This design comes from an exercise in tuning for small area on the open sky130 flow, not from production work.
At most, simulation tests tie the RTL to the original design; equivalence was not proved.
No activity file was given, so power comes from the tool's default toggle rates.

## koki_h74
module koki_h74 (
    input  wire        clk,
    input  wire        rst,
    input  wire        cmd_we,
    input  wire [31:0] cmd,
    output wire [35:0] res,
    output wire [1:0]  status      
);
    reg  [19:0] m_q;
    reg         grid_q, inv_q, ill_q;
    wire [19:0] m_d;
    wire        grid_d, inv_d, ill_d;
    koki_core u_core (
        .cmd_we(cmd_we), .cmd(cmd),
        .m_q(m_q), .grid_q(grid_q), .inv_q(inv_q), .ill_q(ill_q),
        .m_d(m_d), .grid_d(grid_d), .inv_d(inv_d), .ill_d(ill_d),
        .res(res), .status(status)
    );
    always @(posedge clk) begin
        if (rst) begin
            m_q    <= 20'd0;
            grid_q <= 1'b0;
            inv_q  <= 1'b0;
            ill_q  <= 1'b0;
        end else begin
            m_q    <= m_d;
            grid_q <= grid_d;
            inv_q  <= inv_d;
            ill_q  <= ill_d;
        end
    end
endmodule
Size in the first run: about 4100 um2 of cells after synthesis.
Settings: LEC_CHECK=0, ABC_AREA=1, CAP_MARGIN=20, CORE_MARGIN=2, CORE_UTILIZATION=35, SLEW_MARGIN=20, SYNTH_MEMORY_MAX_BITS=32768; clock period 7.0 ns.
standard.sh (not shown) runs the stock make flow with config.mk's settings and CLKGATE_MAP_FILE= SYNTH_SCRIPT=/design/flow/synth_recipe.tcl, a recipe that flattens the netlist after the stock synthesis.
==> flow/flow/run.sh <==
#!/bin/bash
# Own layout flow: the standard layout (standard.sh), with the port
# buffers that global placement inserts made from the smallest buffer cell.
set -euo pipefail
export BUFFER_PORTS_ARGS="-buffer_cell sky130_fd_sc_hd__buf_1"
bash standard.sh > standard.log 2>&1
Then changed:
==> flow/run.sh (new file) <==
#!/bin/bash
# synth_recipe.tcl (not shown) runs the flow's synth.tcl, then flattens the netlist and writes it again
# the make line also repeats each setting of config.mk as NAME=value (left out here)
make -C /OpenROAD-flow-scripts/flow DESIGN_CONFIG=/design/flow/config.mk WORK_HOME=/design/flow/orfs CLKGATE_MAP_FILE= SYNTH_SCRIPT=/design/flow/synth_recipe.tcl finish
removed: flow/flow/run.sh
removed: flow/standard.sh
=> Setup slack got worse by 0.30 ns; power climbs by 5.8%; first-iteration DRC count drops by 18%; fmax drops by 4.7%; worst hold slack is about the same.

== the previous run ==
Another version of the RTL of koki_h74 (not shown whole).
Size in the first run: ~590 cells after synthesis, ~23 flip-flops, about 3400 um2 of cells after synthesis.
clock: 7.0 ns
lec_check: 0
abc_area: 1
cap_margin: 20
core_margin: 2
core_utilization: 35
gpl_timing_driven: 0
slew_margin: 20
synth_hierarchical: 1
synth_memory_max_bits: 32768
==> flow/flow/run.sh <==
#!/bin/bash
# Own layout flow: the standard layout (standard.sh) with
#  - synthesis by flow/synth.tcl: the standard flow's synthesis script, but ABC maps
#    for area (flow/abc.script) and no adder cells are extracted;
#  - the port buffers that global placement inserts made from buf_1.
# Registers, their names and cell types are those of the standard synthesis.
set -euo pipefail
HERE=$(pwd)
export OWN_ABC_SCRIPT="$HERE/flow/abc.script"
export BUFFER_PORTS_ARGS="-buffer_cell sky130_fd_sc_hd__buf_1"
bash standard.sh SYNTH_SCRIPT="$HERE/flow/synth.tcl" ADDER_MAP_FILE= finish > standard.log 2>&1
==> flow/flow/abc.script <==
strash
dch -f
map -D 3000
topo
stime -c
==> flow/flow/synth.tcl <==
# The standard flow's synthesis script (synth_recipe.tcl) with two changes: every abc
# call maps with the area-oriented script flow/abc.script, and the caller
# sets ADDER_MAP_FILE empty so no half/full adder cells are extracted.
proc synth {args} { yosys synth -nofsm -noshare {*}$args }
proc abc {args} {
  set i [lsearch -exact $args -script]
  if { $i >= 0 } {
    set args [lreplace $args [expr {$i + 1}] [expr {$i + 1}] $::env(OWN_ABC_SCRIPT)]
  }
  yosys abc {*}$args
}
source $::env(SCRIPTS_DIR)/synth.tcl
# left out here: clear keep_hierarchy, flatten, clean up, hide names made inside functions, write 1_2_yosys.v
The previous run | stages: all done | timing, DRC, antenna: all pass
Inputs modified between the previous run and the current run:
==> flow/flow/abc.script <==
strash
dch -f
map -D 3500
topo
stime -c
--- outcome ---
Net switching fraction of the power: the current run > the previous run. Against the previous run, multi-input combinational cell count in the current run fell by a few percent. [compare] base=the previous run new=the current run: peak supply drop went up, worst-case setup margin in the final layout went up, xor-xnor portion of the synthesized cell area went up. Area after synthesis: higher on the previous run. Against the previous run, the current run reports a worst path buffer plus inverter count that is higher. From the previous run to the current run the numbers moved as follows: maximum fanout along the worst path moved up; final worst-path cycle share shrank by 0.89 points.
No functional check of the RTL was part of any run of this note.

willow:
Another version of the RTL of koki_h74 (not shown whole).
For scale: ~560 cells after synthesis.
==> flow/config.mk <==
export PLATFORM = sky130hd
export DESIGN_NAME = koki_h74
export DESIGN_NICKNAME = koki_h74
export VERILOG_FILES = /design/flow/design.v
export SDC_FILE = /design/flow/constraint.sdc
export NUM_CORES = 4
export LEC_CHECK = 0
export ABC_AREA = 1
export CAP_MARGIN = 20
export CORE_MARGIN = 2
export CORE_UTILIZATION = 35
export CTS_CLUSTER_DIAMETER = 200
export CTS_CLUSTER_SIZE = 30
export GPL_TIMING_DRIVEN = 0
export SLEW_MARGIN = 20
export SYNTH_HIERARCHICAL = 1
export SYNTH_MEMORY_MAX_BITS = 32768
==> flow/constraint.sdc <==
create_clock -name core_clock -period 7.0 [get_ports {clk}]
set_input_delay 1.4000 -clock core_clock [delete_from_list [all_inputs] [get_ports {clk}]]
set_output_delay 1.4000 -clock core_clock [all_outputs]
set_load 0.01 [all_outputs]
==> flow/flow/abc.script <==
strash
dch
map -D 4000
topo
stime -c
Scripts as last shown in full above: flow/flow/run.sh, flow/flow/synth.tcl
What pepper does differently from willow at the input level:
Settings: a change of CORE_UTILIZATION from 35 to 55; a deleted CTS_CLUSTER_SIZE that had been 30; a deleted CTS_CLUSTER_DIAMETER that had been 200.
==> flow/flow/abc.script <==
strash
dch
map -D 4000 -B 0.1
topo
stime -c
Results
In terms of number of top-level design ports, pepper and willow differ only marginally.
Global-route usage up 14 points in pepper wrt willow
Max post-route minimum period across willow and pepper: willow
Diff willow..pepper | overall power consumption | negligible
Between pepper and willow, it is pepper whose number of vias after detailed routing is higher, by 155.
First-pass detailed-route iteration total in pepper is 1 higher than in willow
As of pepper, die area had fallen by more than a quarter compared to willow.
Summary: post-route worst setup slack, pepper better than willow
Final cell area: pepper below willow
Clock-net power, willow and pepper, lower one = willow.
> inputs changed (pepper -> ember)
Settings: changing CORE_UTILIZATION from 55 to 35.
Findings:
- Looking at total power, ember sits about 3.5% below pepper.
- Diff pepper -> ember: part of the power in the clock network neither gained nor lost much; combinational gate power lost about 5%; delay contributed by the slowest stage of the critical path lost 0.14 ns; switching component of the power lost 5.0%.
- In the final reports, the cell area of ember is larger than that of pepper.
- Total die area, pepper and ember: higher on ember
Changes in quartz relative to ember:
==> flow/flow/abc.script <==
strash
dch
map -D 4000
topo
stime -c
Findings:
quartz ends up with a worst slew margin relative to its limit that is 4.8 points lower than in ember. ember → quartz: maximum clock frequency moved down; share of the synthesized area in compound gates (AO/OA/AOI/OAI) moved up.

== run A ==
koki_h74, a different RTL version from the one above (not shown whole).
Size: roughly 550 cells after synthesis, about 23 flip-flops, roughly 73 I/O pins.
==> flow/config.mk <==
export PLATFORM = sky130hd
export DESIGN_NAME = koki_h74
export DESIGN_NICKNAME = koki_h74
export VERILOG_FILES = /design/flow/design.v
export SDC_FILE = /design/flow/constraint.sdc
export NUM_CORES = 4
export LEC_CHECK = 0
export ABC_AREA = 1
export CAP_MARGIN = 20
export CORE_MARGIN = 2
export CORE_UTILIZATION = 35
export GPL_TIMING_DRIVEN = 0
export SLEW_MARGIN = 20
export SYNTH_HIERARCHICAL = 1
export SYNTH_MEMORY_MAX_BITS = 32768
==> flow/constraint.sdc <==
create_clock -name core_clock -period 7.0 [get_ports {clk}]
set_input_delay 1.4000 -clock core_clock [delete_from_list [all_inputs] [get_ports {clk}]]
set_output_delay 1.4000 -clock core_clock [all_outputs]
set_load 0.01 [all_outputs]
==> flow/flow/abc.script <==
strash
dch
map -D 4000 -B 0.1
topo
stime -c
Scripts as last shown in full above: flow/flow/run.sh, flow/flow/synth.tcl
The flow did not stop early for run A: all stages ran, and the layout cleared the timing, design-rule and antenna checks.
Input-level comparison between run B and run A:
--- a/flow/config.mk
+++ b/flow/config.mk
@@ -8,7 +8,8 @@
 export ABC_AREA = 1
-export CAP_MARGIN = 20
+export CAP_MARGIN = 0
 export CORE_MARGIN = 2
-export CORE_UTILIZATION = 35
+export CORE_UTILIZATION = 60
+export CTS_BUF_LIST = sky130_fd_sc_hd__clkbuf_4
 export GPL_TIMING_DRIVEN = 0
-export SLEW_MARGIN = 20
+export SLEW_MARGIN = 0
 export SYNTH_HIERARCHICAL = 1
## What came out
- Cell internal power dissipation on run B is ahead of run A.
- STATUS first-pass GRT wire length: run B wins against run A
- Relative to run A, combined global-route utilization of all metal layers has gone up in run B.
- Compared to run A, run B has wire length the detailed router placed on met1 about 17% lower.
- Compared with run A, run B has extra setup slack.
- Run comparison: run B highest-delay cell along the critical path xor2_1; run A highest-delay cell along the critical path o31ai_1
- Looking only at register fraction of the total cell area, and setting everything else aside, the lower value of run B and run A goes to run A.
- | post-layout utilization of the core | lower: run A |
- Between run A and run B, the flow reports routed wire length decreasing by a few percent.
diff inputs: run B => run C
--- a/flow/config.mk
+++ b/flow/config.mk
@@ -10,4 +10,3 @@
 export CORE_MARGIN = 2
-export CORE_UTILIZATION = 60
-export CTS_BUF_LIST = sky130_fd_sc_hd__clkbuf_4
+export CORE_UTILIZATION = 35
 export GPL_TIMING_DRIVEN = 0
[summary]
Iteration-0 DRC count of the detailed router went down by more than 10% going from run B to run C.
Run C: clock share of power is 3.3 points higher than what run B reported.
On worst-case setup margin in the final layout, run C does worse than run B.
Changes observed in run C relative to run B: number of ordinary and repair buffers in the finished layout saw an increase; remaining design rule violation count saw little to no change; total power draw saw an increase; number of cells after detailed placement saw an increase; routed wire length saw an increase.
As far as total clock buffers created by CTS goes, run B and run C are indistinguishable; the numbers are identical.
Run C — fraction of area in clock buffers and inverters 0.42 points higher, run B as reference
Run C supports a lower top clock frequency than run B.

old:
koki_h74 with an RTL version that a note above also has.
Size: roughly 560 cells after synthesis, roughly 0.0033 mm2 of cells after synthesis.
export LEC_CHECK = 0
export ABC_AREA = 1
export CAP_MARGIN = 20
export CORE_MARGIN = 2
export CORE_UTILIZATION = 35
export SLEW_MARGIN = 20
export SYNTH_MEMORY_MAX_BITS = 32768
create_clock -name core_clock -period 7.0 [get_ports {clk}]
==> flow/flow/abc.script <==
strash
dch
amap -F 200 -A 50
topo
stime -c
Scripts as last shown in full above: flow/flow/run.sh, flow/flow/synth.tcl
old was carried through to the last stage, and its layout satisfied the timing, design-rule and antenna checks.
Input changes introduced in new (baseline for comparison: old):
# old
export LEC_CHECK = 0
export ABC_AREA = 1
export CAP_MARGIN = 20
export CORE_MARGIN = 2
export CORE_UTILIZATION = 35
export SLEW_MARGIN = 20
export SYNTH_MEMORY_MAX_BITS = 32768
create_clock -name core_clock -period 7.0 [get_ports {clk}]
# new
export LEC_CHECK = 0
export ABC_AREA = 1
export CAP_MARGIN = 20
export CORE_MARGIN = 2
export CORE_UTILIZATION = 35
export GPL_TIMING_DRIVEN = 0
export SLEW_MARGIN = 20
export SYNTH_MEMORY_MAX_BITS = 32768
create_clock -name core_clock -period 7.0 [get_ports {clk}]
==> flow/flow/abc.script <==
strash
dch -f
map -D 3500
topo
stime -c
Notes after the runs:
Area growth from synthesis to layout, new and old, higher one = old.
new completed end to end with timing, DRC and antenna clean.
The overall routed net length reported for new is smaller than that of old by about 2.7%.
When new is measured against old, its worst hold slack turns out 0.011 ns higher.
Number of standard cells in the layout, taps in and fillers out | new below old

separate check: timing with driven ports:
How much do the figures lean on ideal ports? The routed layouts below were timed once more, with nothing changed but the port constraints. Step 1 sets driving cells, clkbuf_16 on the clock port and buf_2 on the other inputs (assumed; they add their load-dependent delay and slew). Step 2 also shifts input and output timing later by t, the mid clock arrival at the registers, as if the neighbouring blocks saw the same clock. a / b / c = no drivers / after step 1 / after step 2; a / b = the first two.
run | t (ns) | setup slack, ns | worst hold slack (ns) | clock arrival spread, ns | worst slew at a driven data input, ns
the first run of note 1 | 0.280 | 0.852 / 0.860 / 0.579 | 0.479 / 0.479 / 0.479 | 0.003 / 0.003 | 0.03
the second run of note 1 | 0.294 | 0.548 / 0.562 / 0.268 | 0.479 / 0.479 / 0.479 | 0.006 / 0.006 | 0.04
the previous run | 0.290 | 0.468 / 0.472 / 0.181 | 0.491 / 0.491 / 0.491 | 0.004 / 0.003 | 0.03
the current run | 0.291 | 0.530 / 0.538 / 0.247 | 0.496 / 0.496 / 0.496 | 0.008 / 0.008 | 0.04
willow | 0.286 | 0.514 / 0.518 / 0.232 | 0.469 / 0.469 / 0.469 | 0.008 / 0.008 | 0.03
pepper | 0.298 | 0.526 / 0.535 / 0.237 | 0.498 / 0.498 / 0.498 | 0.006 / 0.005 | 0.04
ember | 0.294 | 0.639 / 0.646 / 0.351 | 0.479 / 0.479 / 0.479 | 0.007 / 0.007 | 0.04
quartz | 0.286 | 0.514 / 0.518 / 0.232 | 0.469 / 0.469 / 0.469 | 0.008 / 0.008 | 0.03
run A | 0.289 | 0.555 / 0.560 / 0.271 | 0.478 / 0.478 / 0.478 | 0.002 / 0.002 | 0.03
run B | 0.347 | 0.721 / 0.727 / 0.380 | 0.489 / 0.489 / 0.489 | 0.001 / 0.002 | 0.04
run C | 0.292 | 0.602 / 0.606 / 0.313 | 0.484 / 0.484 / 0.484 | 0.003 / 0.003 | 0.04
old | 0.283 | 0.332 / 0.337 / 0.054 | 0.484 / 0.484 / 0.484 | 0.005 / 0.006 | 0.03
new | 0.293 | 0.530 / 0.534 / 0.241 | 0.495 / 0.495 / 0.495 | 0.001 / 0.002 | 0.04
After both steps every run listed still meets setup and hold. The setup slack of run B, which loses most, moves by +0.006 ns with the drivers and by -0.341 ns with both steps.
